This design comes from an exercise in tuning for small area, a short achievable clock period and few clock cycles on the open sky130 flow, not from production work.
At most, simulation tests tie the RTL to the original design; equivalence was not proved.
No functional check of the RTL was part of runs 4 and 5.
The clock port is modelled as an ideal driver; clocking choices that lean on that would not hold on a real chip.
Power is estimated from default activity; no workload was simulated.

## flow/flow/run.sh

```bash
#!/bin/bash
# Own layout flow: the standard ORFS flow (standard.sh) with
#  - synthesis through flow/synth.tcl (per-module ABC scripts, hierarchy kept
#    through ABC and flattened after, as synth_recipe.tcl does),
#  - port buffers of a given cell (BUFFER_PORTS_ARGS) instead of the default,
#  - clock tree options (CTS_ARGS) in place of ORFS's, and a post-CTS step
#    (flow/post_cts.tcl, if present) that upsizes clock buffers with slow edges.
# The make output goes to flow_make.log; ORFS keeps each step's log under orfs/logs.
set -euo pipefail
here=$(pwd)
export OWN_ABC_SCRIPT=$here/flow/abc_area.script
export OWN_ABC_RD=$here/flow/abc_rd.script
export OWN_CLK_SLEW_LIMIT_PS=90
bash standard.sh SYNTH_SCRIPT=$here/flow/synth.tcl SYNTH_HIERARCHICAL=1 \
  "BUFFER_PORTS_ARGS=-buffer_cell sky130_fd_sc_hd__buf_1" \
  "CTS_ARGS=-sink_clustering_enable -repair_clock_nets -buf_list sky130_fd_sc_hd__clkbuf_4 -dont_use_dummy_load"  "POST_CTS_TCL=$here/flow/post_cts.tcl" \
  finish > $here/flow_make.log 2>&1
```

## flow/flow/abc_area.script

```
strash
ifraig
scorr
dc2
strash
dch -f
amap
topo
```

## flow/flow/abc_rd.script

```
strash
dch -f
map -B 0.9
topo
buffer -c
upsize -c
dnsize -c
```

## flow/flow/post_cts.tcl

```tcl
# After CTS: upsize any clock buffer whose output slew (placement parasitics)
# exceeds a limit, so every flip-flop clock pin keeps a fast edge, then
# legalize the placement again.
estimate_parasitics -placement
set limit [expr {$::env(OWN_CLK_SLEW_LIMIT_PS) * 1e-3}]
set resized 0
foreach inst [get_cells -filter "ref_name == sky130_fd_sc_hd__clkbuf_4"] {
  set out [get_pins -of_objects $inst -filter "direction == output"]
  if {[get_property $out slew_max] > $limit} {
    replace_cell $inst [get_lib_cells sky130_fd_sc_hd__clkbuf_8]
    incr resized
  }
}
puts "own post-CTS hook: upsized $resized clock buffers"
if {$resized > 0} {
  detailed_placement
  estimate_parasitics -placement
}
```

## flow/flow/synth.tcl

```tcl
# The standard flow's synthesis (synth_recipe.tcl) with one change: ABC maps the top
# module with an area-oriented script (OWN_ABC_SCRIPT) and the register read
# port, module blabel2_rd (logic only), with OWN_ABC_RD if set, else with
# ORFS's own speed script. Registers are mapped before ABC runs, so they
# are the same as the standard flow's.
proc synth {args} { yosys synth -nofsm -noshare {*}$args }
proc abc {args} {
  set i [lsearch -exact $args -script]
  set area [lreplace $args [expr {$i+1}] [expr {$i+1}] $::env(OWN_ABC_SCRIPT)]
  yosys abc {*}$area blabel2_enc
  if {[info exists ::env(OWN_ABC_RD)]} {
    set args [lreplace $args [expr {$i+1}] [expr {$i+1}] $::env(OWN_ABC_RD)]
  }
  yosys abc {*}$args blabel2_rd
}
source $::env(SCRIPTS_DIR)/synth.tcl
# left out here: clear keep_hierarchy, flatten, clean up, hide names made inside functions, write 1_2_yosys.v
```

## flow/standard.sh

```bash
#!/bin/bash
# synth_recipe.tcl (not shown) runs the flow's synth.tcl, then flattens the netlist and writes it again
# the make line also repeats each setting of config.mk as NAME=value (left out here)
make -C /OpenROAD-flow-scripts/flow DESIGN_CONFIG=/design/flow/config.mk WORK_HOME=/design/flow/orfs CLKGATE_MAP_FILE= SYNTH_SCRIPT=/design/flow/synth_recipe.tcl "${@:-finish}"
```

## flow/config.mk

```make
export PLATFORM = sky130hd
export DESIGN_NAME = blabel2_enc
export DESIGN_NICKNAME = blabel2_enc
export VERILOG_FILES = /design/flow/design.v
export SDC_FILE = /design/flow/constraint.sdc
export NUM_CORES = 4
export LEC_CHECK = 0
export CAP_MARGIN = 20
export CORE_MARGIN = 2
export CORE_UTILIZATION = 40
export SETUP_SLACK_MARGIN = 4.8
export SLEW_MARGIN = 20
```

## flow/constraint.sdc

```tcl
create_clock -name core_clock -period 10.0 [get_ports {clk}]
set_input_delay 2.0000 -clock core_clock [delete_from_list [all_inputs] [get_ports {clk}]]
set_output_delay 2.0000 -clock core_clock [all_outputs]
set_load 0.01 [all_outputs]
```

## flow/design.v

```verilog
module blabel2_enc (
    input  wire        clk,
    input  wire        rst,
    input  wire        reg_wr,
    input  wire [7:0]  reg_addr,
    input  wire [31:0] reg_wdata,
    output wire [31:0] reg_rdata,
    output wire        busy,
    output wire        done,
    output wire        error,
    output wire        pix_req,
    output wire [15:0] pix_x,
    output wire [15:0] pix_y,
    input  wire        pix_ack,
    input  wire [7:0]  pix_r,
    input  wire [7:0]  pix_g,
    input  wire [7:0]  pix_b,
    output wire        out_valid,
    output reg  [7:0]  out_data,
    output wire        out_last,
    input  wire        out_ready
);
    localparam [7:0] A_CTRL    = 8'h00;
    localparam [7:0] A_CFG     = 8'h04;
    localparam [7:0] A_WIDTH   = 8'h08;
    localparam [7:0] A_HEIGHT  = 8'h0C;
    localparam [7:0] A_STATUS  = 8'h10;
    localparam [7:0] A_ERRINFO = 8'h14;
    localparam [2:0] P_IDLE  = 3'd0;
    localparam [2:0] P_PRE   = 3'd1;
    localparam [2:0] P_G     = 3'd2;
    localparam [2:0] P_LEN   = 3'd3;
    localparam [2:0] P_LEAD  = 3'd4;
    localparam [2:0] P_IMG   = 3'd5;
    localparam [2:0] P_TRAIL = 3'd6;
    localparam [2:0] P_TERM  = 3'd7;    
    reg  [3:0]  cfg_tape;
    reg         cfg_autocut;
    reg         cfg_inverse;
    reg  [15:0] width_r;
    reg  [15:0] height_r;
    reg         st_done;
    reg  [1:0]  st_errcode;
    reg  [15:0] info_h;
    reg  [3:0]  info_t;
    wire        j_autocut = sh[0];    
    reg         j_inverse;
    reg  [7:0]  j_img;
    wire [15:0] j_width = info_h;
    wire        j_cal   = info_t[3];
    reg  [2:0]  phase;
    reg  [3:0]  pos;
    reg         shfull;
    reg  [15:0] col;
    reg  [10:0] cnt;         
    reg  [8:0]  sh;
    wire [4:0] h_img5 = height_r[7:3];
    reg        tape_hit;
    always @(*) begin
        case (cfg_tape[2:0])
            3'd0:       tape_hit = (h_img5 == 5'd4);
            3'd1, 3'd2: tape_hit = (h_img5 == 5'd6)  || (h_img5 == 5'd7);
            3'd3, 3'd4: tape_hit = (h_img5 == 5'd8)  || (h_img5 == 5'd10);
            3'd5, 3'd6: tape_hit = (h_img5 == 5'd12) || (h_img5 == 5'd14);
            default:    tape_hit = (h_img5 == 5'd16);
        endcase
    end
    wire h_mult8  = (height_r[2:0] == 3'd0);
    wire is_cal   = (cfg_tape == 4'd8);
    wire bad_tape = cfg_tape[3] && (cfg_tape[2:0] != 3'd0);
    wire cal_ok   = (height_r[15:11] == 5'd0) &&
                    (height_r[10:3] != 8'd0) && (height_r[10:3] <= 8'd251);
    wire tape_ok  = (height_r[15:8] == 8'd0) && tape_hit;
    wire job_ok   = h_mult8 && !cfg_tape[3] ? tape_ok : (is_cal && h_mult8 && cal_ok);
    wire active = (phase != P_IDLE);
    assign busy  = active;
    assign done  = st_done;
    assign error = (st_errcode != 2'd0);
    wire   more    = (col != j_width);
    wire   fbusy   = (phase[2:1] != 2'b00) && more;
    assign pix_req = fbusy && !(shfull && cnt[0]);
    assign pix_x   = col;
    assign pix_y   = {5'd0, cnt};
    wire [7:0] img_byte = cnt[0] ? sh[8:1] : sh[7:0];
    wire [7:0] fill     = {8{j_inverse}};
    wire [7:0] len_byte = j_cal ? (j_img + 8'd4) : 8'h0F;
    reg [7:0] pre_byte;
    always @(*) begin
        pre_byte = 8'h00;
        if (cnt[9]) begin
            case (cnt[3:0])
                4'd0:  pre_byte = 8'h1B;
                4'd1:  pre_byte = 8'h40;
                4'd2:  pre_byte = 8'h1B;
                4'd3:  pre_byte = 8'h69;
                4'd4:  pre_byte = 8'h53;
                4'd5:  pre_byte = 8'h1B;
                4'd6:  pre_byte = 8'h69;
                4'd7:  pre_byte = 8'h4D;
                4'd8:  pre_byte = j_autocut ? 8'h40 : 8'h00;    
                4'd9:  pre_byte = 8'h1B;
                4'd10: pre_byte = 8'h69;
                4'd11: pre_byte = 8'h64;
                4'd12: pre_byte = 8'h14;
                default: pre_byte = 8'h00;
            endcase
        end
    end
    wire pre_end = cnt[9] && cnt[3] && cnt[2] && cnt[0];    
    always @(*) begin
        case (phase)
            P_PRE:   out_data = pre_byte;
            P_G:     out_data = 8'h47;
            P_LEN:   out_data = len_byte;
            P_IMG:   out_data = img_byte;
            P_TERM:  out_data = pos[0] ? 8'h1A : 8'h5A;
            default: out_data = fill;
        endcase
    end
    assign out_valid = active && (phase != P_IMG || shfull);
    assign out_last  = (phase == P_TERM) && pos[0];
    wire emit  = out_valid && out_ready;
    wire fetch = pix_req && pix_ack;
    wire ink   = (pix_r < 8'd150);
    blabel2_rd u_rd (
        .addr   (reg_addr),
        .cfg    ({cfg_inverse, cfg_autocut, cfg_tape}),
        .width  (width_r),
        .height (height_r),
        .status ({st_errcode, 1'b0, error, st_done, active}),
        .err    (error),
        .info_h (info_h),
        .info_t (info_t),
        .rdata  (reg_rdata)
    );
    wire start = reg_wr && (reg_addr == A_CTRL) && reg_wdata[0] && !active;
    wire        lead_zero = !j_cal && j_img[4];
    wire [2:0]  lead_sum  = pos[2:0] + j_img[3:1];
    wire        lead_end  = j_cal ? (pos[2:0] == 3'd4) : (lead_sum == 3'd0);
    wire [10:0] cnt_inc  = cnt + 11'd1;
    wire [15:0] col_inc  = col + 16'd1;
    wire        col_end  = (cnt[2:0] == 3'd7) && (cnt_inc[10:3] == j_img);
    wire        img_last = (cnt[10:3] == 8'd0);
    wire        rec_end  = (phase == P_IMG) ? (img_last && (j_cal || pos == 4'd15))
                                            : (pos == 4'd15);
    wire [2:0]  next_rec = more ? P_G : P_TERM;
    always @(posedge clk) begin
        if (rst) begin
            cfg_tape    <= 4'd0;
            cfg_autocut <= 1'b0;
            cfg_inverse <= 1'b0;
            width_r     <= 16'd0;
            height_r    <= 16'd0;
            st_done     <= 1'b0;
            st_errcode  <= 2'd0;
            phase       <= P_IDLE;
        end else begin
            if (reg_wr) begin
                case (reg_addr)
                    A_CFG: begin
                        cfg_tape    <= reg_wdata[3:0];
                        cfg_autocut <= reg_wdata[4];
                        cfg_inverse <= reg_wdata[5];
                    end
                    A_WIDTH:  width_r  <= reg_wdata[15:0];
                    A_HEIGHT: height_r <= reg_wdata[15:0];
                    default: ;
                endcase
            end
            if (start) begin
                st_done <= 1'b0;
                if (job_ok) begin
                    st_errcode <= 2'd0;
                    phase      <= P_PRE;
                end else
                    st_errcode <= bad_tape ? 2'd1 : 2'd2;
            end else if (emit) begin
                case (phase)
                    P_PRE:   if (pre_end) phase <= next_rec;
                    P_G:     phase <= P_LEN;
                    P_LEN:   phase <= lead_zero ? P_IMG : P_LEAD;
                    P_LEAD:  if (lead_end) phase <= P_IMG;
                    P_IMG:   if (img_last)
                                 phase <= rec_end ? next_rec : P_TRAIL;
                    P_TRAIL: if (rec_end) phase <= next_rec;
                    P_TERM:  if (pos[0]) begin
                                 phase   <= P_IDLE;
                                 st_done <= 1'b1;
                             end
                    default: ;
                endcase
            end
        end
    end
    always @(posedge clk) begin
        if (start) begin
            info_t    <= cfg_tape;
            info_h    <= job_ok ? width_r : height_r;
            sh[0]     <= cfg_autocut;
            j_inverse <= cfg_inverse;
            j_img     <= height_r[10:3];
            cnt       <= 11'd112;
            col       <= 16'd0;
            shfull    <= 1'b0;
        end else begin
            if (emit) begin
                if (phase == P_LEN || phase == P_PRE || rec_end)
                    pos <= 4'd0;
                else
                    pos <= pos + 4'd1;
            end
            if (emit && phase == P_IMG)
                shfull <= 1'b0;
            else if (fetch && cnt[2:0] == 3'd7)
                shfull <= 1'b1;
            if (emit && phase == P_PRE) begin
                cnt <= pre_end ? 11'd0 : cnt_inc;
            end else if (fetch) begin
                sh <= {sh[7:0], ink};
                if (col_end) begin
                    cnt <= 11'd0;
                    col <= col_inc;
                end else
                    cnt <= cnt_inc;
            end
        end
    end
endmodule
module blabel2_rd (
    input  wire [7:0]  addr,
    input  wire [5:0]  cfg,
    input  wire [15:0] width,
    input  wire [15:0] height,
    input  wire [5:0]  status,
    input  wire        err,
    input  wire [15:0] info_h,
    input  wire [3:0]  info_t,
    output reg  [31:0] rdata
);
    always @(*) begin
        case (addr)
            8'h04:   rdata = {26'd0, cfg};
            8'h08:   rdata = {16'd0, width};
            8'h0C:   rdata = {16'd0, height};
            8'h10:   rdata = {26'd0, status};
            8'h14:   rdata = err ? {info_h, 12'd0, info_t} : 32'd0;
            default: rdata = 32'd0;
        endcase
    end
endmodule
```

==> results of run 1 <==
==> synthesized netlist by cell type, types with 6 or more instances <==
library cell / instances
sky130_fd_sc_hd__a31oi_1: 6
sky130_fd_sc_hd__or4_1: 6
sky130_fd_sc_hd__o22ai_1: 9
sky130_fd_sc_hd__inv_1: 9
sky130_fd_sc_hd__dfxtp_1: 72
sky130_fd_sc_hd__nor2_4: 15
sky130_fd_sc_hd__nand2_1: 101
sky130_fd_sc_hd__a22oi_1: 22
sky130_fd_sc_hd__nor2_1: 120
sky130_fd_sc_hd__a211oi_1: 12
sky130_fd_sc_hd__o221a_1: 7
sky130_fd_sc_hd__a21oi_1: 51
sky130_fd_sc_hd__buf_4: 7
sky130_fd_sc_hd__nor3_1: 18
sky130_fd_sc_hd__ha_1: 10
sky130_fd_sc_hd__inv_2: 6
sky130_fd_sc_hd__nand4_1: 7
sky130_fd_sc_hd__clkinv_1: 68
sky130_fd_sc_hd__nor4_1: 6
sky130_fd_sc_hd__and3_1: 9
sky130_fd_sc_hd__edfxtp_1: 42
sky130_fd_sc_hd__nand3_1: 50
sky130_fd_sc_hd__o21ai_0: 46
==> final cells by class <==
class                   instances  area (um^2)
repair buffers                123        549.3
well taps                     188        235.2
multi-input cells             565         3177
fillers                      1560         7994
flip-flops and latches        114         2708
inverters                      83        311.5
clock buffers                  17        171.4
==> metrics by stage <==
| stage | std cells | utilization | power (W) | worst slack [ns] | hold WS (ns) |
|---|---|---|---|---|---|
| 3_5_place_dp | 1062 | 0.4502 | 0.0005408 | 4.544 | 0.4679 |
| 3_3_place_gp | 1062 | 0.4502 | 0.0005406 | 4.550 | 0.4634 |
| 5_1_grt | 1090 | 0.4722 | 0.0008302 | 4.677 | 0.4981 |
| 2_1_floorplan | 774 | - | 0.0005238 | 3.907 | 0.4311 |
| 6_report | 1090 | 0.4722 | 0.0007981 | 4.914 | 0.4777 |
==> state kept, by name, indices dropped and copies added, names as in the netlist <==
register and count:
cfg_inverse 1, cfg_autocut 1, shfull 1, pos 4
col 16, j_inverse 1, st_done 1, phase 3
cnt 11, info_h 16, height_r 16, info_t 4
sh 9, j_img 8, cfg_tape 4, width_r 16
st_errcode 2
==> cells in the final DEF (no fill, tap or decap), types with 6 or more instances in the layout <==
cell type | netlist | final
sky130_fd_sc_hd__edfxtp_1 | 42 | 42
sky130_fd_sc_hd__o221a_1 | 7 | 7
sky130_fd_sc_hd__nor3_1 | 18 | 14
sky130_fd_sc_hd__clkinv_1 | 68 | 68
sky130_fd_sc_hd__a31oi_1 | 6 | 6
sky130_fd_sc_hd__a22oi_1 | 22 | 22
sky130_fd_sc_hd__dfxtp_1 | 72 | 70
sky130_fd_sc_hd__buf_1 | 0 | 106
sky130_fd_sc_hd__inv_1 | 9 | 9
sky130_fd_sc_hd__conb_1 | 1 | 6
sky130_fd_sc_hd__nand3_1 | 50 | 50
sky130_fd_sc_hd__a211oi_1 | 12 | 12
sky130_fd_sc_hd__clkbuf_8 | 0 | 7
sky130_fd_sc_hd__nand2_1 | 101 | 100
sky130_fd_sc_hd__and3_1 | 9 | 9
sky130_fd_sc_hd__clkbuf_4 | 0 | 10
sky130_fd_sc_hd__o21ai_0 | 46 | 46
sky130_fd_sc_hd__buf_4 | 7 | 12
sky130_fd_sc_hd__nand4_1 | 7 | 7
sky130_fd_sc_hd__nor2_1 | 120 | 119
sky130_fd_sc_hd__a21oi_1 | 51 | 51
sky130_fd_sc_hd__nor4_1 | 6 | 6
sky130_fd_sc_hd__inv_2 | 6 | 6
sky130_fd_sc_hd__ha_1 | 10 | 9
sky130_fd_sc_hd__nor2_4 | 15 | 16
sky130_fd_sc_hd__o22ai_1 | 9 | 9
==> metal layers <==
| layer | track usage | up-vias |
|---|---|---|
| li1 | - | 2998 |
| met1 | 0.3114 | 2719 |
| met2 | 0.3495 | 187 |
| met3 | 0.04865 | 16 |
| met4 | 0.06658 | 0 |
| met5 | 0 | - |
==> logic make-up (layout without fill, tap and decap cells) <==
| family | after synthesis | after routing | synth area share |
|---|---|---|---|
| AOI/OAI and AO/OA | 188 | 188 | 0.1964 |
| xor gates and xnor gates | 2 | 2 | 0.002829 |
| adders and majority gates | 11 | 11 | 0.02344 |
| buffers and inverters | 96 | 223 | 0.06627 |
| DFF | 114 | 114 | 0.4365 |
| other | 1 | 6 | 0.0006056 |
| and+or+nand+nor | 357 | 358 | 0.2740 |
==> worst register-to-register path: cells and delay by family, from the launching register on <==
kind            cells  cell delay [ns]
simple gates       13             2.24
compound gates      5             1.15
flops               1             0.46
buf+inv             4             0.46
fa+ha+maj           1             0.26
==> path summary, 6_finish.rpt <==
path | from | to | slack [ns] | cells after the start
worst max-delay path | reg_addr[6] | reg_rdata[18] | 4.91 | 7
worst min-delay path | height_r[0] | height_r[0] | 0.48 | 2
worst max register to register | cnt[0] | col[15] | 5.34 | 23
worst min register to register | height_r[0] | height_r[0] | 0.48 | 2
==> modules after synthesis, one instance, submodules excluded <==
module       times used  cells inside
blabel2_enc           1           618
blabel2_rd            1           151
==> power groups by stage <==
stage                     combinational, W  sequential [W]  clock, W
after floorplan                  0.0000272        0.000497         0
after global placement           0.0000440        0.000497         0
after detailed placement         0.0000442        0.000497         0
after global routing             0.0000541        0.000487  0.000289
final                            0.0000486        0.000486  0.000263
==> out/metrics.json, run 1 <==
{
  "critical_path.max_stage_delay": {"value": 0.21, "unit": "ns"},
  "path_delay_family": {"value": "simple AND/OR/NAND/NOR gates"},
  "timing_worst_setup_path_type": {"value": "input port to primary output"},
  "final_max_slew_viol_count": {"value": 0},
  "p_clk_frac": {"value": 0.330},
  "die_y": {"value": 128.4, "unit": "um"},
  "crit_path_end_kind": {"value": "primary output"},
  "placedInstanceArea": {"value": 6819, "unit": "um^2"},
  "power_leakage": {"value": 2.568, "unit": "nW"},
  "fin_skew": {"value": 0.02829, "unit": "ns"},
  "vias_per_cell": {"value": 5.431},
  "syn_area_per_cell": {"value": 8.052, "unit": "um^2"},
  "die_area": {"value": 16490, "unit": "um^2"},
  "share_comb_of_total_power": {"value": 0.061},
  "wl_met3": {"value": 1.111, "unit": "mm"},
  "critical_path_peak_fanout": {"value": 17},
  "synth-seq-area-share": {"value": 0.4365},
  "power_per_cell_area": {"value": 111.6, "unit": "nW/um^2"},
  "layout.nets": {"value": 984},
  "yosys-top-cells-area": {"value": "sky130_fd_sc_hd__dfxtp_1, sky130_fd_sc_hd__edfxtp_1, sky130_fd_sc_hd__nor2_1"},
  "cp_data_required_time": {"value": 8.00, "unit": "ns"},
  "place_hpwl": {"value": 12.91, "unit": "mm"},
  "remaining_drc_errors": {"value": 0},
  "critPathLaunchType": {"value": "input port"},
  "routed_wire_length_per_instance": {"value": 16.31, "unit": "um"},
  "drive_gt1_frac": {"value": 0.08315},
  "status": {"value": "complete, no violations"},
  "routed-wl-met2": {"value": 8.029, "unit": "mm"},
  "postSynth.asyncResetShare": {"value": 0},
  "floorplan.initialDensity": {"value": 0.4088},
  "gr-total-overflow": {"value": 0},
  "p_seq_frac": {"value": 0.609},
  "max_clock_freq": {"value": 196.6, "unit": "MHz"},
  "clock_latency": {"value": 0.43, "unit": "ns"},
  "cts_tree": {"value": "done"},
  "rsz0062_at_grt": {"value": "yes"},
  "gp_congestion": {"value": 0.8814},
  "critical_path_buf_inv_count": {"value": 3},
  "std_cell_rows": {"value": 45},
  "diodes": {"value": 0},
  "clock_sinks": {"value": 114},
  "routed.top_layer": {"value": "met4"},
  "switching_share": {"value": 0.2415},
  "wirelength_met1": {"value": 8.425, "unit": "mm"},
  "maxCapViolations": {"value": 0},
  "tightest_slew": {"value": 1.089, "unit": "ns"},
  "netlist.area_leader.share": {"value": 0.2328},
  "postSynth.topFlopCell": {"value": "sky130_fd_sc_hd__dfxtp_1"},
  "synth_area_leader_cell": {"value": "sky130_fd_sc_hd__dfxtp_1"},
  "synthesized_instance_count": {"value": 769},
  "synth_seq_cells": {"value": 114},
  "grt_antenna_before_repair": {"value": 0},
  "timing_hold_violations_final": {"value": 0},
  "syn2layout_area_growth": {"value": 15.50, "unit": "%"},
  "switchingPower": {"value": 0.0001927, "unit": "W"},
  "totalWireLength": {"value": 17.78, "unit": "mm"},
  "detail_route.first_pass.iterations": {"value": 5},
  "finish.instance_area": {"value": 7152, "unit": "um^2"},
  "ys_warn_count": {"value": 8},
  "first_iter_violations": {"value": 527},
  "synth_enable_flop_cells": {"value": 42},
  "power_internal": {"value": 0.0006054, "unit": "W"},
  "crit_top_cell": {"value": "sky130_fd_sc_hd__buf_1"},
  "layout_worst_path_cycle_share": {"value": 0.5086},
  "worst_hold_path_type": {"value": "flip-flop to flip-flop"},
  "io-pin-count": {"value": 147},
  "grt_use_total": {"value": 0.2235},
  "setup_violations": {"value": 0},
  "synth.lib_cells_used.distinct": {"value": 57},
  "netlist_area": {"value": 6192, "unit": "um^2"},
  "grt_pass1_wl": {"value": 28.64, "unit": "mm"},
  "worst_ir_drop_vdd": {"value": 64.11, "unit": "uV"},
  "totalNegativeSetupSlack": {"value": 0, "unit": "ns"},
  "number_of_global_route_vias_before_repair": {"value": 5499},
  "period_minus_slack": {"value": 5.086, "unit": "ns"},
  "portBuffers": {"value": 108},
  "grt_start_max_net_pins": {"value": 53},
  "antenna_violating_nets_post_route": {"value": 0},
  "critical_path_arrival": {"value": 3.09, "unit": "ns"},
  "relSlewSlack": {"value": 0.2742},
  "core-area": {"value": 15150, "unit": "um^2"},
  "clkTransAtPathRegs": {"value": 0.08, "unit": "ns"},
  "die_width": {"value": 128.4, "unit": "um"},
  "crit_slowest_cell": {"value": "sky130_fd_sc_hd__nor2_4"},
  "dr_total_vias": {"value": 5920},
  "critical_path.cell_chain": {"value": "buf_1, inv_2, nand2_2, nor2_4, nand2_8, nor2_1, buf_1"}
}
Testbench counts, summed over its fixed seeds: cycles 240,949.
==> run 2, diff against run 1 <==
--- a/flow/config.mk
+++ b/flow/config.mk
@@ -8,5 +8,5 @@
 export CAP_MARGIN = 20
 export CORE_MARGIN = 2
 export CORE_UTILIZATION = 40
-export SETUP_SLACK_MARGIN = 4.8
+export SETUP_SLACK_MARGIN = 4.5
 export SLEW_MARGIN = 20
==> out/metrics.json, run 2 <==
{
  "syn_area_per_cell": {"value": 8.052, "unit": "um^2", "change": "unchanged"},
  "synthMostInstantiatedCell": {"value": "sky130_fd_sc_hd__nor2_1"},
  "grt_pass1_wl": {"value": 28.19, "unit": "mm", "change": "-1.5%"},
  "crit_top_cell": {"value": "sky130_fd_sc_hd__nand2_1"},
  "final_max_slew_viol_count": {"value": 0, "change": "unchanged"},
  "syn2layout_area_growth": {"value": 13.36, "unit": "%"},
  "crit-reg2reg-launch": {"value": "cnt[0]"},
  "cts_tree": {"value": "done"},
  "cp_num_cells": {"value": 9, "change": "+2"},
  "period_minus_slack": {"value": 5.367, "unit": "ns", "change": "+0.2812 ns"},
  "clkTransAtPathRegs": {"value": 0.08, "unit": "ns", "change": "about the same"},
  "grt_antenna_before_repair": {"value": 0, "change": "unchanged"},
  "drive_gt1_frac": {"value": 0.06502, "change": "-0.01813"},
  "worst_ir_drop_vdd": {"value": 63.12, "unit": "uV", "change": "-1.5%"},
  "critical_path_arrival": {"value": 3.37, "unit": "ns", "change": "+0.28 ns"},
  "mostFrequentLayoutCell": {"value": "sky130_fd_sc_hd__nor2_1"},
  "synth.lib_cells_used.distinct": {"value": 57, "change": "unchanged"},
  "grt_use_total": {"value": 0.2190, "change": "-0.004526"},
  "relSlewSlack": {"value": 0.2896, "change": "+0.01539"},
  "detail_route.first_pass.iterations": {"value": 5, "change": "unchanged"},
  "postSynth.topFlopCell": {"value": "sky130_fd_sc_hd__dfxtp_1"},
  "layout.nets": {"value": 974, "change": "-1.0%"},
  "post_synth_mux_area_share": {"value": 0, "change": "unchanged"},
  "synthesized_instance_count": {"value": 769, "change": "unchanged"},
  "netlist.area_leader.share": {"value": 0.2328, "change": "unchanged"},
  "yosys-top-cells-area": {"value": "sky130_fd_sc_hd__dfxtp_1, sky130_fd_sc_hd__edfxtp_1, sky130_fd_sc_hd__nor2_1"},
  "std_cell_rows": {"value": 45, "change": "unchanged"},
  "number_of_global_route_vias_before_repair": {"value": 5448, "change": "-0.93%"},
  "cp_data_required_time": {"value": 8.00, "unit": "ns", "change": "about the same"},
  "critical_path_buf_inv_count": {"value": 3, "change": "unchanged"},
  "synthesized_area_fraction_occupied_by_ao_oa_aoi_and_oai_cells": {"value": 0.1964, "change": "unchanged"},
  "portBuffers": {"value": 108, "change": "unchanged"},
  "setup_violations": {"value": 0, "change": "unchanged"},
  "worstSetupEndpoint": {"value": "reg_rdata[3]"},
  "first_iter_violations": {"value": 503, "change": "-4.6%"},
  "gr-total-overflow": {"value": 0, "change": "unchanged"},
  "combinational_family_with_the_most_area_after_synthesis": {"value": "simple AND/OR/NAND/NOR gates"},
  "postSynth.asyncResetShare": {"value": 0, "change": "unchanged"},
  "vias_per_cell": {"value": 5.428, "change": "about the same"},
  "status": {"value": "complete, no violations"},
  "critical_path_peak_fanout": {"value": 18, "change": "+1"},
  "clock_sinks": {"value": 114, "change": "unchanged"},
  "dr_total_vias": {"value": 5862, "change": "-0.98%"},
  "fin_skew": {"value": 0.02514, "unit": "ns", "change": "-0.003153 ns"},
  "netlist_area": {"value": 6192, "unit": "um^2", "change": "unchanged"},
  "num-fill-cells": {"value": 1572, "change": "+0.77%"},
  "synth_area_in_xor_xnor": {"value": 0.002829, "change": "unchanged"},
  "critPathLaunchType": {"value": "input port"},
  "timing_worst_setup_path_type": {"value": "input port to primary output"},
  "tightest_slew": {"value": 1.066, "unit": "ns", "change": "-0.02309 ns"},
  "ff2ff_setup_slack": {"value": 5.20, "unit": "ns", "change": "-0.14 ns"},
  "diodes": {"value": 0, "change": "unchanged"},
  "final_core_utilization": {"value": 0.4634, "change": "-0.008757"},
  "totalNegativeSetupSlack": {"value": 0, "unit": "ns", "change": "unchanged"},
  "grt_start_max_net_pins": {"value": 53, "change": "unchanged"},
  "rsz0062_at_grt": {"value": "yes"},
  "die_width": {"value": 128.4, "unit": "um", "change": "unchanged"},
  "antenna_violating_nets_post_route": {"value": 0, "change": "unchanged"},
  "totalWireLength": {"value": 17.70, "unit": "mm", "change": "-0.48%"},
  "r2r_cells": {"value": 23, "change": "unchanged"},
  "die_y": {"value": 128.4, "unit": "um", "change": "unchanged"},
  "remaining_drc_errors": {"value": 0, "change": "unchanged"},
  "synth_enable_flop_cells": {"value": 42, "change": "unchanged"},
  "yosys.area_share.simple": {"value": 0.2740, "change": "unchanged"},
  "routed_wire_length_per_instance": {"value": 16.39, "unit": "um", "change": "+0.44%"},
  "worst_setup_sp": {"value": "reg_addr[4]"},
  "layout_worst_path_cycle_share": {"value": 0.5367, "change": "+0.02812"},
  "max_clock_freq": {"value": 186.3, "unit": "MHz", "change": "-5.2%"},
  "power_per_cell_area": {"value": 113.1, "unit": "nW/um^2", "change": "+1.4%"},
  "most-common-layout-cells": {"value": "sky130_fd_sc_hd__nor2_1, sky130_fd_sc_hd__buf_1, sky130_fd_sc_hd__nand2_1, sky130_fd_sc_hd__dfxtp_1, sky130_fd_sc_hd__clkinv_1"},
  "whs_path_depth": {"value": 2, "change": "unchanged"},
  "maxCapViolations": {"value": 0, "change": "unchanged"},
  "synth_area_leader_cell": {"value": "sky130_fd_sc_hd__dfxtp_1"},
  "worst_reg2reg_path_endpoint": {"value": "col[15]"},
  "crit_path_end_kind": {"value": "primary output"},
  "place_hpwl": {"value": 12.91, "unit": "mm", "change": "unchanged"},
  "core-area": {"value": 15150, "unit": "um^2", "change": "unchanged"},
  "netlist_top_cells_count": {"value": "sky130_fd_sc_hd__nor2_1, sky130_fd_sc_hd__nand2_1, sky130_fd_sc_hd__dfxtp_1"},
  "floorplan.initialDensity": {"value": 0.4088, "change": "unchanged"},
  "path_delay_family": {"value": "simple AND/OR/NAND/NOR gates"},
  "ys_warn_count": {"value": 8, "change": "unchanged"},
  "io-pin-count": {"value": 147, "change": "unchanged"},
  "crit_slowest_cell": {"value": "sky130_fd_sc_hd__nor2_4"},
  "die_area": {"value": 16490, "unit": "um^2", "change": "unchanged"},
  "synth_seq_cells": {"value": 114, "change": "unchanged"},
  "timing_hold_violations_final": {"value": 0, "change": "unchanged"},
  "synth-seq-area-share": {"value": 0.4365, "change": "unchanged"},
  "critical_path.max_stage_delay": {"value": 0.45, "unit": "ns", "change": "+0.24 ns"},
  "worst_hold_path_type": {"value": "flip-flop to flip-flop"},
  "gp_congestion": {"value": 0.8814, "change": "unchanged"},
  "power_leakage": {"value": 2.516, "unit": "nW", "change": "-2.1%"},
  "yosys.area_share.adder": {"value": 0.02344, "change": "unchanged"},
  "clock_latency": {"value": 0.43, "unit": "ns", "change": "about the same"},
  "critical_path.cell_chain": {"value": "buf_1, inv_1, nand2_1, nor2_4, nand2_1, nor2_1, nor2_1, nand2_1, buf_1"}
}
-- run 2: cell count changes in the layout (fill, tap and decap cells not counted), moves of 2 or more --
cell,previous run,this run
sky130_fd_sc_hd__buf_1,106,108
sky130_fd_sc_hd__buf_12,2,0
sky130_fd_sc_hd__buf_4,12,5
sky130_fd_sc_hd__clkbuf_2,2,0
-- run 2: cell families after synthesis --
family,count (synthesis)
fa+ha+maj,11
simple gates,357
flops,114
xor+xnor,2
other cells,1
buf+inv,96
compound gates,188
-- run 2: metrics by stage --
stage | instance area (um^2) | hold WS, ns | total power (W) | setup WS (ns) | std cells
after global routing | 7019 | 0.4994 | 0.0008263 | 4.384 | 1080
after floorplan | 6235 | 0.4311 | 0.0005238 | 3.907 | 774
final | 7019 | 0.4800 | 0.0007942 | 4.633 | 1080
after global placement | 6819 | 0.4634 | 0.0005406 | 4.550 | 1062
after detailed placement | 6819 | 0.4679 | 0.0005408 | 4.544 | 1062
-- run 2: how the worst min path moves through the flow --
stage,startpoint,endpoint,slack (ns)
after floorplan,cfg_inverse,j_inverse,0.43
after global placement,height_r[0],height_r[0],0.46
after detailed placement,sh[1],sh[2],0.47
after global routing,sh[1],sh[2],0.50
final,height_r[0],height_r[0],0.48
-- run 2: layout make-up --
class                           count  area, um^2  area share
Timing Repair Buffer              113       442.9     0.06310
Multi-Input combinational cell    565        3152      0.4490
Clock buffer                       17       171.4     0.02442
Inverter                           83       311.5     0.04439
Tap cell                          188       235.2     0.03351
Sequential cell                   114        2706      0.3856
-- run 2: metal layers --
layer / wire (um) / vias up / global-route usage
met5: 0 / - / 0
met4: 159 / 0 / 0.06593
met3: 1010 / 10 / 0.04782
met2: 8017 / 179 / 0.3401
li1: - / 2976 / -
met1: 8510 / 2697 / 0.3066
-- run 2: worst reg2reg max path, delay by kind of cell, from the launching register on --
family	cells	cell delay [ns]
adder cells (fa/ha/maj)	1	0.28
buffers and inverters	4	0.49
AND/OR/NAND/NOR	13	2.30
AO/OA/AOI/OAI	5	1.17
flip-flops	1	0.46
-- run 2: where the power goes --
| group | internal, W | total [W] | leakage (nW) | switching [W] |
|---|---|---|---|---|
| clock | 0.000108 | 0.000262 | 0.0963 | 0.000154 |
| sequential | 0.000481 | 0.000486 | 0.974 | 0.00000550 |
| combinational | 0.0000145 | 0.0000459 | 1.45 | 0.0000313 |
-- run 2: Yosys stat by module (local to each module, per instance) --
module,copies in the design,flip-flops and latches,cells,cell area (um^2)
blabel2_enc,1,114,618,5389
blabel2_rd,1,0,151,803.3
==> run 3, diff against run 2 <==
--- a/flow/flow/run.sh
+++ b/flow/flow/run.sh
@@ -9,7 +9,7 @@
 set -euo pipefail
 here=$(pwd)
 export OWN_ABC_SCRIPT=$here/flow/abc_area.script
-export OWN_ABC_RD=$here/flow/abc_rd.script
+
 export OWN_CLK_SLEW_LIMIT_PS=90
 bash standard.sh SYNTH_SCRIPT=$here/flow/synth.tcl SYNTH_HIERARCHICAL=1 \
   "BUFFER_PORTS_ARGS=-buffer_cell sky130_fd_sc_hd__buf_1" \
removed: flow/flow/abc_rd.script
==> out/metrics.json, run 3 <==
{
  "routed_wire_length_per_instance": {"value": 16.88, "unit": "um", "change": "+3.0%"},
  "setup_violations": {"value": 0, "change": "unchanged"},
  "die_y": {"value": 125.5, "unit": "um", "change": "-2.3%"},
  "place_hpwl": {"value": 12.49, "unit": "mm", "change": "-3.3%"},
  "synth_area_in_xor_xnor": {"value": 0.002967, "change": "+0.0001385"},
  "grt_pass1_wl": {"value": 27.29, "unit": "mm", "change": "-3.2%"},
  "p_clk_frac": {"value": 0.321, "change": "-0.009"},
  "timing_worst_setup_path_type": {"value": "input port to primary output"},
  "synth_area_leader_cell": {"value": "sky130_fd_sc_hd__dfxtp_1"},
  "dr_total_vias": {"value": 5614, "change": "-4.2%"},
  "hold_start": {"value": "height_r[2]"},
  "gr-total-overflow": {"value": 0, "change": "unchanged"},
  "crit_slowest_cell": {"value": "sky130_fd_sc_hd__nor4b_4"},
  "critPathLaunchType": {"value": "input port"},
  "die_width": {"value": 125.5, "unit": "um", "change": "-2.3%"},
  "clock_sinks": {"value": 114, "change": "unchanged"},
  "power_per_cell_area": {"value": 115.1, "unit": "nW/um^2", "change": "+1.7%"},
  "floorplan.initialDensity": {"value": 0.4077, "change": "-0.001131"},
  "rsz0062_at_grt": {"value": "yes"},
  "netlist_area": {"value": 5903, "unit": "um^2", "change": "-4.7%"},
  "fin_skew": {"value": 0.02911, "unit": "ns", "change": "+0.003974 ns"},
  "ff2ff_setup_slack": {"value": 5.08, "unit": "ns", "change": "-0.12 ns"},
  "io-pin-count": {"value": 147, "change": "unchanged"},
  "critical_path_peak_fanout": {"value": 10, "change": "-8"},
  "synthMostInstantiatedCell": {"value": "sky130_fd_sc_hd__nor2_1"},
  "yosys.area_share.adder": {"value": 0.02459, "change": "+0.001148"},
  "diodes": {"value": 0, "change": "unchanged"},
  "most-common-layout-cells": {"value": "sky130_fd_sc_hd__nor2_1, sky130_fd_sc_hd__buf_1, sky130_fd_sc_hd__dfxtp_1, sky130_fd_sc_hd__clkinv_1, sky130_fd_sc_hd__nand2_1"},
  "status": {"value": "complete, no violations"},
  "critical_path_arrival": {"value": 3.38, "unit": "ns", "change": "about the same"},
  "grt_antenna_before_repair": {"value": 0, "change": "unchanged"},
  "clkTransAtPathRegs": {"value": 0.06, "unit": "ns", "change": "-0.02 ns"},
  "grt_use_total": {"value": 0.2156, "change": "-0.003376"},
  "num-fill-cells": {"value": 1440, "change": "-8.4%"},
  "first_iter_violations": {"value": 490, "change": "-2.6%"},
  "yosys-top-cells-area": {"value": "sky130_fd_sc_hd__dfxtp_1, sky130_fd_sc_hd__edfxtp_1, sky130_fd_sc_hd__nor2_1"},
  "cts_tree": {"value": "done"},
  "synthesized_area_fraction_occupied_by_ao_oa_aoi_and_oai_cells": {"value": 0.2404, "change": "+0.04395"},
  "std_cell_rows": {"value": 44, "change": "-2.2%"},
  "switchingPower": {"value": 0.0001777, "unit": "W", "change": "-6.8%"},
  "clock_latency": {"value": 0.41, "unit": "ns", "change": "-0.02 ns"},
  "share_comb_of_total_power": {"value": 0.052, "change": "-0.006"},
  "critical_path_buf_inv_count": {"value": 3, "change": "unchanged"},
  "synth.lib_cells_used.distinct": {"value": 59, "change": "+3.5%"},
  "layout.nets": {"value": 891, "change": "-8.5%"},
  "number_of_global_route_vias_before_repair": {"value": 5396, "change": "-0.95%"},
  "relSlewSlack": {"value": 0.2740, "change": "-0.01565"},
  "max_clock_freq": {"value": 185.9, "unit": "MHz", "change": "-0.22%"},
  "synth_enable_flop_cells": {"value": 42, "change": "unchanged"},
  "worst_hold_path_type": {"value": "flip-flop to flip-flop"},
  "p_seq_frac": {"value": 0.626, "change": "+0.014"},
  "crit_top_cell": {"value": "sky130_fd_sc_hd__buf_1"},
  "portBuffers": {"value": 108, "change": "unchanged"},
  "critical_path.cell_chain": {"value": "buf_1, nor4b_4, nand2_2, nor2_4, buf_12, a22o_1, buf_1"},
  "whs_path_depth": {"value": 2, "change": "unchanged"},
  "worst_reg2reg_path_endpoint": {"value": "col[15]"},
  "maxCapViolations": {"value": 0, "change": "unchanged"},
  "detail_route.first_pass.iterations": {"value": 6, "change": "+1"},
  "totalWireLength": {"value": 16.77, "unit": "mm", "change": "-5.3%"},
  "crit_path_end_kind": {"value": "primary output"},
  "p_total": {"value": 0.0007767, "unit": "W", "change": "-2.2%"},
  "layout_worst_path_cycle_share": {"value": 0.5379, "change": "+0.001192"},
  "totalNegativeSetupSlack": {"value": 0, "unit": "ns", "change": "unchanged"},
  "ys_warn_count": {"value": 8, "change": "unchanged"},
  "postSynth.topFlopCell": {"value": "sky130_fd_sc_hd__dfxtp_1"},
  "tightest_slew": {"value": 1.089, "unit": "ns", "change": "+0.02348 ns"},
  "period_minus_slack": {"value": 5.379, "unit": "ns", "change": "+0.01192 ns"},
  "drive_gt1_frac": {"value": 0.05068, "change": "-0.01434"},
  "worst_ir_drop_vdd": {"value": 64.17, "unit": "uV", "change": "+1.7%"},
  "combinational_family_with_the_most_area_after_synthesis": {"value": "compound AO/OA/AOI/OAI gates"},
  "power_leakage": {"value": 2.368, "unit": "nW", "change": "-5.9%"},
  "remaining_drc_errors": {"value": 0, "change": "unchanged"},
  "path_delay_family": {"value": "simple AND/OR/NAND/NOR gates"},
  "netlist.area_leader.share": {"value": 0.2442, "change": "+0.01140"},
  "syn2layout_area_growth": {"value": 14.29, "unit": "%"},
  "netlist_top_cells_count": {"value": "sky130_fd_sc_hd__nor2_1, sky130_fd_sc_hd__dfxtp_1, sky130_fd_sc_hd__clkinv_1"},
  "critical_path.max_stage_delay": {"value": 0.45, "unit": "ns", "change": "about the same"},
  "postSynth.asyncResetShare": {"value": 0, "change": "unchanged"},
  "syn_area_per_cell": {"value": 8.618, "unit": "um^2", "change": "+7.0%"},
  "cp_data_required_time": {"value": 8.00, "unit": "ns", "change": "about the same"},
  "die_area": {"value": 15750, "unit": "um^2", "change": "-4.5%"},
  "synthesized_instance_count": {"value": 685, "change": "-11%"},
  "vias_per_cell": {"value": 5.654, "change": "+4.2%"},
  "whs_endpoint": {"value": "height_r[2]"},
  "power_internal": {"value": 0.0005989, "unit": "W", "change": "-0.74%"},
  "crit-reg2reg-launch": {"value": "cnt[0]"},
  "r2r_cells": {"value": 23, "change": "unchanged"},
  "synth_seq_cells": {"value": 114, "change": "unchanged"},
  "antenna_violating_nets_post_route": {"value": 0, "change": "unchanged"},
  "core-area": {"value": 14480, "unit": "um^2", "change": "-4.4%"},
  "yosys.area_share.simple": {"value": 0.2100, "change": "-0.06395"},
  "gp_congestion": {"value": 0.9000, "change": "+2.1%"},
  "grt_start_max_net_pins": {"value": 53, "change": "unchanged"},
  "final_max_slew_viol_count": {"value": 0, "change": "unchanged"},
  "switching_share": {"value": 0.2288, "change": "-0.01136"},
  "timing_hold_violations_final": {"value": 0, "change": "unchanged"},
  "synth-seq-area-share": {"value": 0.4578, "change": "+0.02137"},
  "post_synth_mux_area_share": {"value": 0.007630, "change": "+0.007630"}
}
## run 3: area by class of cell
cell class	count	area, um^2	share of cell area
repair buffers	112	449.2	0.06658
clock buffers	17	165.2	0.02448
well taps	184	230.2	0.03412
multi-input cells	498	2940	0.4358
flip-flops and latches	114	2706	0.4012
inverters	68	255.2	0.03783
## run 3: cells by family after synthesis
| family | after synthesis |
|---|---|
| simple gates | 261 |
| compound gates | 214 |
| flops | 114 |
| buf+inv | 78 |
| fa+ha+maj | 11 |
| mux | 4 |
| xor+xnor | 2 |
| other cells | 1 |
## run 3: power by group through the flow
stage / clock, W / combinational [W] / sequential, W
6_report: 0.000250 / 0.0000406 / 0.000486
5_1_grt: 0.000276 / 0.0000455 / 0.000487
3_5_place_dp: 0 / 0.0000398 / 0.000497
3_3_place_gp: 0 / 0.0000389 / 0.000497
2_1_floorplan: 0 / 0.0000230 / 0.000497
## run 3: per-module statistics from Yosys (local to each module, per instance)
| module | cells inside | flops+latches | times used | area, um^2 |
|---|---|---|---|---|
| blabel2_rd | 67 | 0 | 1 | 514.2 |
| blabel2_enc | 618 | 114 | 1 | 5389 |
## run 3: worst min-delay path, delay by kind of cell, from the launching register on
kind	cells	cell delay, ns
DFF	1	0.31
buffers and inverters	1	0.07
AOI/OAI and AO/OA	1	0.06
## run 3: how the worst max path moves through the flow
stage	end	depth (start not counted)	slack, ns	start
6_report	reg_rdata[6]	7	4.62	reg_addr[1]
5_1_grt	col[15]	23	4.45	cnt[1]
3_5_place_dp	reg_rdata[0]	6	4.14	reg_addr[2]
3_3_place_gp	reg_rdata[1]	6	4.19	reg_addr[2]
2_1_floorplan	phase[0]	7	3.91	reg_addr[4]
## run 3: routing by layer
| layer | GRT usage | vias to the layer above | wire, um |
|---|---|---|---|
| li1 | - | 2771 | - |
| met5 | 0 | - | 0 |
| met2 | 0.3329 | 215 | 7649 |
| met3 | 0.05178 | 29 | 926 |
| met4 | 0.08366 | 0 | 361 |
| met1 | 0.2927 | 2599 | 7828 |
## run 3: metrics by stage
step / util / setup WS (ns) / std cells / instance area, um^2 / hold slack [ns]
2_1_floorplan: - / 3.907 / 690 / 5946 / 0.4309
3_3_place_gp: 0.4513 / 4.188 / 975 / 6535 / 0.4595
3_5_place_dp: 0.4513 / 4.144 / 975 / 6535 / 0.4653
5_1_grt: 0.4660 / 4.451 / 993 / 6746 / 0.5027
6_report: 0.4660 / 4.621 / 993 / 6746 / 0.4788
==> run 4, diff against run 3 <==
--- a/flow/design.v
+++ b/flow/design.v
@@ -235,16 +235,76 @@
     input  wire        err,
     input  wire [15:0] info_h,
     input  wire [3:0]  info_t,
-    output reg  [31:0] rdata
+    output wire [31:0] rdata
 );
-    always @(*) begin
-        case (addr)
-            8'h04:   rdata = {26'd0, cfg};
-            8'h08:   rdata = {16'd0, width};
-            8'h0C:   rdata = {16'd0, height};
-            8'h10:   rdata = {26'd0, status};
-            8'h14:   rdata = err ? {info_h, 12'd0, info_t} : 32'd0;
-            default: rdata = 32'd0;
-        endcase
-    end
-endmodule
+    wire [3:0] pbar, qbar;
+    genvar g;
+    generate
+        for (g = 0; g < 4; g = g + 1) begin : g_lo
+            blabel2_g_or3 u_p (.a(addr[7]), .b(addr[6]), .c(addr[5]), .y(pbar[g]));
+            blabel2_g_or2 u_q (.a(addr[1]), .b(addr[0]), .y(qbar[g]));
+        end
+    endgenerate
+    wire r04, r08, r0c, r10;
+    wire [1:0] r14;
+    blabel2_g_nor3b u_r04 (.a(addr[4]), .b(addr[3]), .cn(addr[2]), .y(r04));
+    blabel2_g_nor3b u_r08 (.a(addr[4]), .b(addr[2]), .cn(addr[3]), .y(r08));
+    blabel2_g_and3b u_r0c (.an(addr[4]), .b(addr[3]), .c(addr[2]), .y(r0c));
+    blabel2_g_nor3b u_r10 (.a(addr[3]), .b(addr[2]), .cn(addr[4]), .y(r10));
+    blabel2_g_and4b u_r14a (.an(addr[3]), .b(addr[4]), .c(addr[2]), .d(err), .y(r14[0]));
+    blabel2_g_and4b u_r14b (.an(addr[3]), .b(addr[4]), .c(addr[2]), .d(err), .y(r14[1]));
+    wire [31:0] x;
+    wire [5:0]  y;
+    generate
+        for (g = 0; g < 6; g = g + 1) begin : g_lo6
+            blabel2_g_a222oi u_x (.a1(r04), .a2(cfg[g]), .b1(r08), .b2(width[g]),
+                                  .c1(r0c), .c2(height[g]), .y(x[g]));
+            if (g < 3) begin : g_st_ei
+                blabel2_g_a22oi u_y (.a1(r10), .a2(status[g]), .b1(r14[0]), .b2(info_t[g]), .y(y[g]));
+            end else if (g == 3) begin : g_ei
+                blabel2_g_nand2 u_y (.a(r14[0]), .b(info_t[g]), .y(y[g]));
+            end else begin : g_st
+                blabel2_g_nand2 u_y (.a(r10), .b(status[g]), .y(y[g]));
+            end
+            blabel2_g_a211oi u_o (.a1(x[g]), .a2(y[g]), .b1(pbar[0]), .c1(qbar[0]), .y(rdata[g]));
+        end
+        for (g = 6; g < 16; g = g + 1) begin : g_wh
+            blabel2_g_a22oi u_x (.a1(r08), .a2(width[g]), .b1(r0c), .b2(height[g]), .y(x[g]));
+            blabel2_g_nor3 u_o (.a(x[g]), .b(pbar[g / 8]), .c(qbar[g / 8]), .y(rdata[g]));
+        end
+        for (g = 16; g < 32; g = g + 1) begin : g_ei_h
+            blabel2_g_nand2 u_x (.a(r14[g / 24]), .b(info_h[g - 16]), .y(x[g]));
+            blabel2_g_nor3 u_o (.a(x[g]), .b(pbar[g / 8]), .c(qbar[g / 8]), .y(rdata[g]));
+        end
+    endgenerate
+endmodule
+module blabel2_g_or2 (input wire a, b, output wire y);
+    assign y = a | b;
+endmodule
+module blabel2_g_or3 (input wire a, b, c, output wire y);
+    assign y = a | b | c;
+endmodule
+module blabel2_g_nor3 (input wire a, b, c, output wire y);
+    assign y = ~(a | b | c);
+endmodule
+module blabel2_g_nor3b (input wire a, b, cn, output wire y);
+    assign y = ~(a | b | ~cn);
+endmodule
+module blabel2_g_and3b (input wire an, b, c, output wire y);
+    assign y = ~an & b & c;
+endmodule
+module blabel2_g_and4b (input wire an, b, c, d, output wire y);
+    assign y = ~an & b & c & d;
+endmodule
+module blabel2_g_nand2 (input wire a, b, output wire y);
+    assign y = ~(a & b);
+endmodule
+module blabel2_g_a22oi (input wire a1, a2, b1, b2, output wire y);
+    assign y = ~((a1 & a2) | (b1 & b2));
+endmodule
+module blabel2_g_a222oi (input wire a1, a2, b1, b2, c1, c2, output wire y);
+    assign y = ~((a1 & a2) | (b1 & b2) | (c1 & c2));
+endmodule
+module blabel2_g_a211oi (input wire a1, a2, b1, c1, output wire y);
+    assign y = ~((a1 & a2) | b1 | c1);
+endmodule
==> flow/flow/synth.tcl (replaced) <==
# The standard flow's synthesis (synth_recipe.tcl) with one change: ABC maps every module
# with the area-oriented script OWN_ABC_SCRIPT instead of ORFS's speed script
# (the register read port is written as one-gate modules, each mapped on its
# own). Registers are mapped before ABC runs, so they are the same as the standard flow's.
proc synth {args} { yosys synth -nofsm -noshare {*}$args }
proc abc {args} {
  set i [lsearch -exact $args -script]
  set args [lreplace $args [expr {$i+1}] [expr {$i+1}] $::env(OWN_ABC_SCRIPT)]
  yosys abc {*}$args
}
source $::env(SCRIPTS_DIR)/synth.tcl
# left out here: clear keep_hierarchy, flatten, clean up, hide names made inside functions, write 1_2_yosys.v
--- a/flow/config.mk
+++ b/flow/config.mk
@@ -8,5 +8,5 @@
 export CAP_MARGIN = 20
 export CORE_MARGIN = 2
 export CORE_UTILIZATION = 40
-export SETUP_SLACK_MARGIN = 4.5
+export SETUP_SLACK_MARGIN = 4.8
 export SLEW_MARGIN = 20
==> out/metrics.json, run 4 <==
{
  "share_comb_of_total_power": {"value": 0.072, "change": "+0.020"},
  "yosys-top-cells-area": {"value": "sky130_fd_sc_hd__dfxtp_1, sky130_fd_sc_hd__edfxtp_1, sky130_fd_sc_hd__nor2_1"},
  "syn2layout_area_growth": {"value": 19.64, "unit": "%"},
  "combinational_family_with_the_most_area_after_synthesis": {"value": "compound AO/OA/AOI/OAI gates"},
  "switchingPower": {"value": 0.0001883, "unit": "W", "change": "+6.0%"},
  "synth_area_in_xor_xnor": {"value": 0, "change": "-0.002967"},
  "gr-total-overflow": {"value": 0, "change": "unchanged"},
  "totalWireLength": {"value": 18.31, "unit": "mm", "change": "+9.2%"},
  "ff2ff_setup_slack": {"value": 5.21, "unit": "ns", "change": "+0.13 ns"},
  "tightest_slew": {"value": 0.9632, "unit": "ns", "change": "-0.1258 ns"},
  "whs_path_depth": {"value": 2, "change": "unchanged"},
  "floorplan.initialDensity": {"value": 0.4079, "change": "about the same"},
  "layout.nets": {"value": 935, "change": "+4.9%"},
  "crit_path_end_kind": {"value": "primary output"},
  "synthesized_area_fraction_occupied_by_ao_oa_aoi_and_oai_cells": {"value": 0.2371, "change": "-0.003280"},
  "antenna_violating_nets_post_route": {"value": 0, "change": "unchanged"},
  "grt_pass1_wl": {"value": 28.51, "unit": "mm", "change": "+4.5%"},
  "most-common-layout-cells": {"value": "sky130_fd_sc_hd__nor2_1, sky130_fd_sc_hd__buf_1, sky130_fd_sc_hd__nand2_1, sky130_fd_sc_hd__dfxtp_1, sky130_fd_sc_hd__clkinv_1"},
  "num-fill-cells": {"value": 1472, "change": "+2.2%"},
  "clock_sinks": {"value": 114, "change": "unchanged"},
  "synth_area_leader_cell": {"value": "sky130_fd_sc_hd__dfxtp_1"},
  "crit-reg2reg-launch": {"value": "cnt[2]"},
  "fin_skew": {"value": 0.02611, "unit": "ns", "change": "-0.003009 ns"},
  "wl_met3": {"value": 1.226, "unit": "mm", "change": "+32%"},
  "grt_start_max_net_pins": {"value": 57, "change": "+7.5%"},
  "grt_use_total": {"value": 0.2284, "change": "+0.01279"},
  "power_internal": {"value": 0.0006015, "unit": "W", "change": "+0.44%"},
  "timing_worst_setup_path_type": {"value": "input port to primary output"},
  "clkTransAtPathRegs": {"value": 0.08, "unit": "ns", "change": "+0.02 ns"},
  "mostFrequentLayoutCell": {"value": "sky130_fd_sc_hd__nor2_1"},
  "rsz0062_at_grt": {"value": "yes"},
  "routed_wire_length_per_instance": {"value": 17.65, "unit": "um", "change": "+4.6%"},
  "worst_hold_path_type": {"value": "flip-flop to flip-flop"},
  "syn_area_per_cell": {"value": 8.306, "unit": "um^2", "change": "-3.6%"},
  "netlist.area_leader.share": {"value": 0.2441, "change": "about the same"},
  "ys_warn_count": {"value": 7, "change": "-1"},
  "postSynth.asyncResetShare": {"value": 0, "change": "unchanged"},
  "first_iter_violations": {"value": 559, "change": "+14%"},
  "totalNegativeSetupSlack": {"value": 0, "unit": "ns", "change": "unchanged"},
  "worst_reg2reg_path_endpoint": {"value": "col[15]"},
  "cp_data_required_time": {"value": 8.00, "unit": "ns", "change": "about the same"},
  "worst_ir_drop_vdd": {"value": 71.28, "unit": "uV", "change": "+11%"},
  "final-instance-count-excl-fill": {"value": 1037, "change": "+4.4%"},
  "power_per_cell_area": {"value": 111.8, "unit": "nW/um^2", "change": "-2.9%"},
  "cts_tree": {"value": "done"},
  "diodes": {"value": 0, "change": "unchanged"},
  "die_area": {"value": 15750, "unit": "um^2", "change": "about the same"},
  "post_synth_mux_area_share": {"value": 0, "change": "-0.007630"},
  "synth_seq_cells": {"value": 114, "change": "unchanged"},
  "dr_total_vias": {"value": 5993, "change": "+6.8%"},
  "gp_congestion": {"value": 0.9132, "change": "+1.5%"},
  "netlist_area": {"value": 5906, "unit": "um^2", "change": "about the same"},
  "dp_cells": {"value": 1007, "change": "+3.3%"},
  "worst_setup_sp": {"value": "reg_addr[2]"},
  "synthesized_instance_count": {"value": 711, "change": "+3.8%"},
  "status": {"value": "complete, no violations"},
  "routed-wl-met2": {"value": 8.645, "unit": "mm", "change": "+13%"},
  "number_of_global_route_vias_before_repair": {"value": 5432, "change": "+0.67%"},
  "switching_share": {"value": 0.2384, "change": "+0.009573"},
  "p_clk_frac": {"value": 0.314, "change": "-0.007"},
  "netlist_top_cells_count": {"value": "sky130_fd_sc_hd__nor2_1, sky130_fd_sc_hd__dfxtp_1, sky130_fd_sc_hd__nand2_1"},
  "relSlewSlack": {"value": 0.3543, "change": "+0.08036"},
  "p_seq_frac": {"value": 0.614, "change": "-0.012"},
  "critical_path_arrival": {"value": 3.19, "unit": "ns", "change": "-0.19 ns"},
  "synth-seq-area-share": {"value": 0.4576, "change": "about the same"},
  "io-pin-count": {"value": 147, "change": "unchanged"},
  "grt_antenna_before_repair": {"value": 0, "change": "unchanged"},
  "yosys.area_share.adder": {"value": 0.02458, "change": "about the same"},
  "drive_gt1_frac": {"value": 0.09027, "change": "+0.03959"},
  "p_total": {"value": 0.0007899, "unit": "W", "change": "+1.7%"},
  "placedInstanceArea": {"value": 6590, "unit": "um^2", "change": "+0.84%"},
  "vias_per_cell": {"value": 5.779, "change": "+2.2%"},
  "critPathLaunchType": {"value": "input port"},
  "detail_route.first_pass.iterations": {"value": 5, "change": "-1"},
  "die_y": {"value": 125.5, "unit": "um", "change": "about the same"},
  "core-area": {"value": 14480, "unit": "um^2", "change": "unchanged"},
  "place_hpwl": {"value": 13.47, "unit": "mm", "change": "+7.9%"},
  "remaining_drc_errors": {"value": 0, "change": "unchanged"},
  "critical_path_peak_fanout": {"value": 8, "change": "-2"},
  "setup_violations": {"value": 0, "change": "unchanged"},
  "yosys.area_share.simple": {"value": 0.2299, "change": "+0.01983"},
  "routed.top_layer": {"value": "met4"},
  "hold_start": {"value": "height_r[11]"},
  "worstSetupEndpoint": {"value": "reg_rdata[4]"},
  "layout_worst_path_cycle_share": {"value": 0.5192, "change": "-0.01869"},
  "clock_latency": {"value": 0.42, "unit": "ns", "change": "about the same"},
  "std_cell_rows": {"value": 44, "change": "unchanged"},
  "r2r_cells": {"value": 30, "change": "+30%"},
  "period_minus_slack": {"value": 5.192, "unit": "ns", "change": "-0.1869 ns"},
  "power_leakage": {"value": 2.416, "unit": "nW", "change": "+2.0%"},
  "final_max_slew_viol_count": {"value": 0, "change": "unchanged"},
  "wirelength_met1": {"value": 8.151, "unit": "mm", "change": "+4.1%"},
  "synthMostInstantiatedCell": {"value": "sky130_fd_sc_hd__nor2_1"},
  "final_critical_path_setup_slack": {"value": 4.808, "unit": "ns", "change": "+0.1869 ns"},
  "finish.instance_area": {"value": 7066, "unit": "um^2", "change": "+4.7%"},
  "portBuffers": {"value": 108, "change": "unchanged"},
  "max_clock_freq": {"value": 192.6, "unit": "MHz", "change": "+3.6%"},
  "synth_enable_flop_cells": {"value": 42, "change": "unchanged"},
  "synth.lib_cells_used.distinct": {"value": 50, "change": "-15%"},
  "die_width": {"value": 125.5, "unit": "um", "change": "about the same"},
  "timing_hold_violations_final": {"value": 0, "change": "unchanged"},
  "postSynth.topFlopCell": {"value": "sky130_fd_sc_hd__dfxtp_1"},
  "preCtsSetupSlack": {"value": 3.893, "unit": "ns", "change": "-0.2504 ns"},
  "maxCapViolations": {"value": 0, "change": "unchanged"}
}
==> run 4: changes by cell type in the layout (fill, tap and decap cells not counted), moves of 5 or more <==
| cell | before | now |
|---|---|---|
| sky130_fd_sc_hd__a222oi_1 | 0 | 6 |
| sky130_fd_sc_hd__a22o_1 | 12 | 2 |
| sky130_fd_sc_hd__a22oi_1 | 32 | 37 |
| sky130_fd_sc_hd__and2_1 | 16 | 0 |
| sky130_fd_sc_hd__buf_1 | 107 | 98 |
| sky130_fd_sc_hd__buf_4 | 3 | 16 |
| sky130_fd_sc_hd__nand2_1 | 55 | 71 |
| sky130_fd_sc_hd__nor2_1 | 107 | 113 |
| sky130_fd_sc_hd__nor3_1 | 17 | 41 |
| sky130_fd_sc_hd__or2_0 | 3 | 8 |
==> run 4: cells by family after synthesis <==
kind of cell               Yosys count
other                                1
buffers and inverters               74
DFF                                114
and+or+nand+nor                    300
adders and majority gates           11
AOI/OAI and AO/OA                  211
==> run 4: critical path: stages <==
cell and delay, ns:
sky130_fd_sc_hd__buf_4 0.17, sky130_fd_sc_hd__nor3b_4 0.39, sky130_fd_sc_hd__a222oi_1 0.16, sky130_fd_sc_hd__a211oi_1 0.27, sky130_fd_sc_hd__buf_2 0.20
==> run 4: layout make-up <==
cell class | count | area (um^2) | area share
Inverter | 69 | 262.8 | 0.03719
Clock buffer | 17 | 158.9 | 0.02249
Multi-Input combinational cell | 527 | 3092 | 0.4376
Tap cell | 184 | 230.2 | 0.03258
Sequential cell | 114 | 2708 | 0.3832
Timing Repair Buffer | 126 | 614.3 | 0.08695
==> run 4: layer usage <==
metal,GRT usage,vias to the layer above
li1,-,2914
met1,0.3134,2818
met2,0.3552,231
met3,0.05178,30
met4,0.08039,0
met5,0,-
==> run 4: worst min-delay path by stage <==
stage                   endpoint  slack, ns
floorplan              j_inverse       0.43
global placement    height_r[14]       0.46
detailed placement  height_r[11]       0.47
global route        height_r[11]       0.50
finish              height_r[11]       0.48
==> run 4: power groups by stage <==
stage                     clock network, W  logic (W)  registers, W
final                             0.000248  0.0000570      0.000485
after global routing              0.000278  0.0000622      0.000485
after detailed placement                 0  0.0000448      0.000496
after global placement                   0  0.0000439      0.000496
after floorplan                          0  0.0000252      0.000496
==> run 4: modules after synthesis (local to each module, per instance), a selection <==
module	flip-flops and latches	times used	cells
blabel2_g_and4b	0	2	1
blabel2_g_a222oi	0	6	1
blabel2_g_and3b	0	1	2
blabel2_enc	114	1	626
blabel2_g_or3	0	4	1
blabel2_g_nor3	0	26	1
blabel2_g_a211oi	0	6	1
blabel2_g_nor3b	0	3	1
blabel2_g_a22oi	0	13	1
blabel2_g_or2	0	4	1
blabel2_g_nand2	0	19	1
==> run 4: per-stage QoR <==
step,utilization,hold slack [ns]
floorplan,-,0.4307
global placement,0.4552,0.4636
global route,0.4880,0.4952
detailed placement,0.4552,0.4673
finish,0.4880,0.4759
==> run 5, diff against run 4 <==
--- a/flow/config.mk
+++ b/flow/config.mk
@@ -8,5 +8,5 @@
 export CAP_MARGIN = 20
 export CORE_MARGIN = 2
 export CORE_UTILIZATION = 40
-export SETUP_SLACK_MARGIN = 4.8
+export SETUP_SLACK_MARGIN = 5.0
 export SLEW_MARGIN = 20
==> out/metrics.json, run 5 <==
{
  "status": {"value": "complete, no violations"},
  "netlist_area": {"value": 5906, "unit": "um^2", "change": "unchanged"},
  "number_of_global_route_vias_before_repair": {"value": 5719, "change": "+5.3%"},
  "r2r_cells": {"value": 31, "change": "+3.3%"},
  "totalNegativeSetupSlack": {"value": 0, "unit": "ns", "change": "unchanged"},
  "synth-seq-area-share": {"value": 0.4576, "change": "unchanged"},
  "tightest_slew": {"value": 0.7657, "unit": "ns", "change": "-0.1975 ns"},
  "antenna_violating_nets_post_route": {"value": 0, "change": "unchanged"},
  "drive_gt1_frac": {"value": 0.1387, "change": "+0.04843"},
  "grt_use_total": {"value": 0.2387, "change": "+0.01032"},
  "final-instance-count-excl-fill": {"value": 1042, "change": "+0.48%"},
  "detail_route.first_pass.iterations": {"value": 6, "change": "+1"},
  "synth_enable_flop_cells": {"value": 42, "change": "unchanged"},
  "max_clock_freq": {"value": 194.7, "unit": "MHz", "change": "+1.1%"},
  "syn_area_per_cell": {"value": 8.306, "unit": "um^2", "change": "unchanged"},
  "timing_worst_setup_path_type": {"value": "input port to primary output"},
  "portBuffers": {"value": 108, "change": "unchanged"},
  "core-area": {"value": 14480, "unit": "um^2", "change": "unchanged"},
  "rsz0062_at_grt": {"value": "yes"},
  "cts_tree": {"value": "done"},
  "period_minus_slack": {"value": 5.135, "unit": "ns", "change": "-0.05696 ns"},
  "ys_warn_count": {"value": 7, "change": "unchanged"},
  "power_per_cell_area": {"value": 110.3, "unit": "nW/um^2", "change": "-1.4%"},
  "dp_cells": {"value": 1006, "change": "-0.099%"},
  "final_max_slew_viol_count": {"value": 0, "change": "unchanged"},
  "dr_total_vias": {"value": 6060, "change": "+1.1%"},
  "grt_start_max_net_pins": {"value": 52, "change": "-8.8%"},
  "yosys-top-cells-area": {"value": "sky130_fd_sc_hd__dfxtp_1, sky130_fd_sc_hd__edfxtp_1, sky130_fd_sc_hd__nor2_1"},
  "vias_per_cell": {"value": 5.816, "change": "+0.63%"},
  "critPathLaunchType": {"value": "input port"},
  "path_delay_family": {"value": "compound AO/OA/AOI/OAI gates"},
  "cp_num_cells": {"value": 6, "change": "+1"},
  "netlist.area_leader.share": {"value": 0.2441, "change": "unchanged"},
  "layout.nets": {"value": 940, "change": "+0.53%"}
}
-- run 5: where the power goes --
| part | internal [W] | leakage (nW) | switching [W] |
|---|---|---|---|
| registers | 0.000481 | 0.974 | 0.00000344 |
| logic | 0.0000227 | 1.51 | 0.0000388 |
| clock network | 0.000104 | 0.0937 | 0.000151 |
-- run 5: metrics by stage --
| stage | setup slack [ns] | power (W) |
|---|---|---|
| 5_1_grt | 4.806 | 0.0008332 |
| 3_5_place_dp | 4.186 | 0.0005418 |
| 6_report | 4.865 | 0.0008008 |
| 3_3_place_gp | 4.238 | 0.0005411 |
| 2_1_floorplan | 3.894 | 0.0005223 |
-- run 5: per-layer routing --
layer  GRT usage  up-vias  wire (um)
li1            -     2916          -
met1      0.3315     2825       8379
met5           0        -          0
met4     0.08824        0        379
met2      0.3628      285       8487
met3     0.05691       34       1601
-- run 5: final timing paths --
| check | start | to | slack (ns) |
|---|---|---|---|
| worst min-delay path | height_r[15] | height_r[15] | 0.48 |
| worst min register to register | height_r[15] | height_r[15] | 0.48 |
| worst max register to register | cnt[1] | col[15] | 5.38 |
| worst max-delay path | reg_addr[3] | reg_rdata[3] | 4.86 |
-- run 5: logic make-up (layout without fill, tap and decap cells) --
| kind of cell | count (synthesis) | in the layout | share of synthesized area |
|---|---|---|---|
| AND/OR/NAND/NOR | 300 | 302 | 0.2299 |
| AO/OA/AOI/OAI | 211 | 211 | 0.2371 |
| flip-flops | 114 | 114 | 0.4576 |
| buffers and inverters | 74 | 215 | 0.05021 |
| adder cells (fa/ha/maj) | 11 | 11 | 0.02458 |
| other | 1 | 5 | 0.0006350 |
-- run 5: per-module statistics from Yosys (local to each module, per instance), a selection --
module / cell area [um^2] / times used / flops+latches / cells
blabel2_g_nand2: 3.754 / 19 / 0 / 1
blabel2_g_nor3: 5.005 / 26 / 0 / 1
blabel2_g_or3: 6.256 / 4 / 0 / 1
blabel2_g_a22oi: 7.507 / 13 / 0 / 1
blabel2_enc: 5401 / 1 / 114 / 626
blabel2_g_and3b: 7.507 / 1 / 0 / 2
blabel2_g_a211oi: 7.507 / 6 / 0 / 1
blabel2_g_or2: 6.256 / 4 / 0 / 1
blabel2_g_and4b: 10.01 / 2 / 0 / 1
blabel2_g_nor3b: 7.507 / 3 / 0 / 1
blabel2_g_a222oi: 10.01 / 6 / 0 / 1
-- run 5: area by class of cell --
type                    instances  area, um^2  area share
inverters                      69       266.5     0.03670
clock buffers                  17       165.2     0.02274
flip-flops and latches        114        2708      0.3728
repair buffers                129       681.9     0.09390
well taps                     184       230.2     0.03170
multi-input cells             529        3211      0.4421
-- run 5: worst reg2reg max path: cells and delay by family (launching register included) --
family          cells  cell delay (ns)
compound gates      5             0.76
buf+inv             5             0.55
flops               1             0.38
simple gates       20             2.64
fa+ha+maj           1             0.23

-- what the ideal ports hide --
The flow's constraints put no driver on any port. The routed layouts listed below were extracted and timed again, unchanged, in two steps. Step 1: set_driving_cell puts a clkbuf_16 on clk and a buf_2 on each other input, an assumption about the parent block. Step 2 also shifts input and output timing later by t, the mid clock arrival at the registers, as if the neighbouring blocks saw the same clock. a / b / c = no drivers / after step 1 / after step 2; a / b = the first two.
run | t (ns) | setup slack, ns
run 1 | 0.457 | 4.914 / 4.893 / 4.602
run 2 | 0.452 | 4.633 / 4.613 / 4.613
run 3 | 0.440 | 4.621 / 4.600 / 4.473
run 4 | 0.443 | 4.808 / 4.772 / 4.770
run 5 | 0.444 | 4.865 / 4.816 / 4.816
After both steps setup and hold are still met in every run listed.
